Context: an optimization exercise on an open-source flow, tuned for a short achievable clock period and few clock cycles per item. The choices shown serve that exercise and are no tape-out recipe. RTL that was checked went through simulation tests only; none was proved equivalent to the original. Power figures rest on the tool's default switching activity, not on a simulated workload.

==> zinc: inputs <==
==> flow/design.v (excerpt) <==
module jbc_cc (
    input  wire        clk,
    input  wire        rst,
    input  wire        ev_valid,
    input  wire [31:0] ev_word,
    output wire        ev_ready,
    output reg         ev_done,
    output reg         heater,
    output reg         adc_start,
    output reg         enc_wr,
    output reg  [15:0] enc_wr_val,
    output wire [15:0] rd_data
);
Settings: LEC_CHECK=0, CAP_MARGIN=20, CORE_MARGIN=2, CORE_UTILIZATION=40, SLEW_MARGIN=20; clock period 48.0 ns.
standard.sh (not shown) runs the stock make flow with config.mk's settings and CLKGATE_MAP_FILE= SYNTH_SCRIPT=/design/flow/synth_recipe.tcl, a recipe that flattens the netlist after the stock synthesis.
==> flow/flow/run.sh <==
#!/bin/bash
# Standard ORFS layout (the standard.sh), with the timing repair steps asked to
# leave setup slack of SETUP_MARGIN ns at the design's own clock period and SDC.
set -euo pipefail
MARGIN=$(cat flow/margin.txt)
bash standard.sh synth > log_synth.txt 2>&1
bash standard.sh SETUP_SLACK_MARGIN=$MARGIN finish > log_layout.txt 2>&1
==> flow/flow/margin.txt <==
37.0
==> harbor (differences from zinc) <==
--- a/flow/design.v
+++ b/flow/design.v
@@ -280,13 +280,16 @@
     wire d1 = drive(out_en, s1, dq);
     wire d2 = drive(out_en, s2, dq);
     wire w_step = p_r & w_zcd;
     wire pin_a  = ~rst_any & (w_step ? d1 : d0);
     wire pin_b  = ~rst_any & (s2_v ? (~s2_disc & warm & ~runaway_new & t_sel[1]) : w_step ? d2 : d1);
     wire n_slot0 = (n_slot == 4'd0);
-    wire stale = rst_any | s2_v | (p_r & (w_rfr | w_eval | (w_wrg & (W[19:18] == 2'd0) & (W[17:16] != 2'd3))));
+    wire gain_chg = ((W[19:16] == 4'd0) & (W[15:0] != kp100)) |
+                    ((W[19:16] == 4'd1) & (W[15:0] != ki100)) |
+                    ((W[19:16] == 4'd2) & (W[15:0] != kd100));
+    wire stale = rst_any | s2_v | (p_r & ((w_rfr & (n_sp != setpoint)) | w_eval | (w_wrg & gain_chg)));
     wire [15:0] f_status = {3'd0, (n_hold != 3'd0), n_mode, f_warmup,
                             n_phase, 1'b0, f_runaway, f_holder, f_disc,
                             f_tip, f_en, heater};
     wire [15:0] view [0:15];
     assign view[0]  = n_kp;
     assign view[1]  = n_ki;
==> run notes <==
In zinc the clock-buffer cell count is lower than in harbor, by 2. Between harbor and zinc, the lower clock skew is in zinc (gap 0.017 ns). Against harbor, the cell area of zinc is lower by 2.0%. In flip-flop and latch count, harbor and zinc do not differ. Against zinc, the first-iteration DRC count of harbor is higher by 21%. Between harbor and zinc, the lower synthesized cell count is in zinc (gap about 2.3%, measured against zinc). Power: zinc is smaller than harbor (4.5%). In zinc the clock power is smaller than in harbor, by about 2%.
==> figures <==
Result of the run: zinc timing/DRC/antenna clean; harbor timing/DRC/antenna clean
Hold Slack: zinc 0.4750 ns; harbor 0.4645 ns
Detailed-routed wire length on met2: zinc 106.4 mm; harbor 113.1 mm
Post CTS Setup Buffer Count: zinc 25; harbor 32
Clock slew seen by the registers of the worst setup and hold paths: zinc 0.06 ns; harbor 0.07 ns
Endpoint of the worst register-to-register path: zinc dqf[3]$_SDFFE_PP0P_; harbor dqf[2]$_SDFFE_PP0P_
Count of inverters not on the clock network in the layout: zinc 1595; harbor 1583
Simple-Gate Fraction of Synth Area: zinc 0.1539; harbor 0.1546
Final Non-Filler Cells: zinc 11610; harbor 11890
Crit path buf inv count: zinc 1; harbor 2
Largest net degree at the start of global routing: zinc 78; harbor 67
Combinational share of power: zinc 0.690; harbor 0.701
GPL Wtd Cong: zinc 0.9322; harbor 0.9502
Peak per-stage delay on the critical path: zinc 0.55 ns; harbor 0.39 ns
Logic depth of the worst setup path including buffers: zinc 12; harbor 4
Critical-path top delay cell: zinc sky130_fd_sc_hd__or4_4; harbor sky130_fd_sc_hd__dfxtp_4
Number of well taps: zinc 2542; harbor 2656
First-pass GRT wire length: zinc 358.5 mm; harbor 373.0 mm
Testbench counts of harbor, summed over its fixed seeds: cycles 814,214, items 800,000.
Only the layout flow was run in zinc; the RTL was not checked for function there.

## afterwards: timing with drivers on the ports
The results above use ideal ports. As a check the final layouts listed here were re-extracted and re-timed, cells and wires unchanged.
Step 1 sets driving cells, clkbuf_16 on the clock port and buf_2 on the other inputs (assumed; they add their load-dependent delay and slew).
Step 2 moves the port delays by t, midway between the first and last clock arrival at a register: inputs arrive t later, outputs are due t later. That takes back most of the time a late clock gives input paths.
a / b / c = ideal ports / drivers / drivers and shift; a / b = the first two.
run	t (ns)	setup WS [ns]	worst setup path at the end
zinc	0.774	36.631 / 36.560 / 35.906	input to register
harbor	0.793	36.639 / 36.553 / 36.083	input to register
After both steps every run listed still meets setup and hold. The setup slack of zinc, which loses most, moves by -0.071 ns with the drivers and by -0.725 ns with both steps.
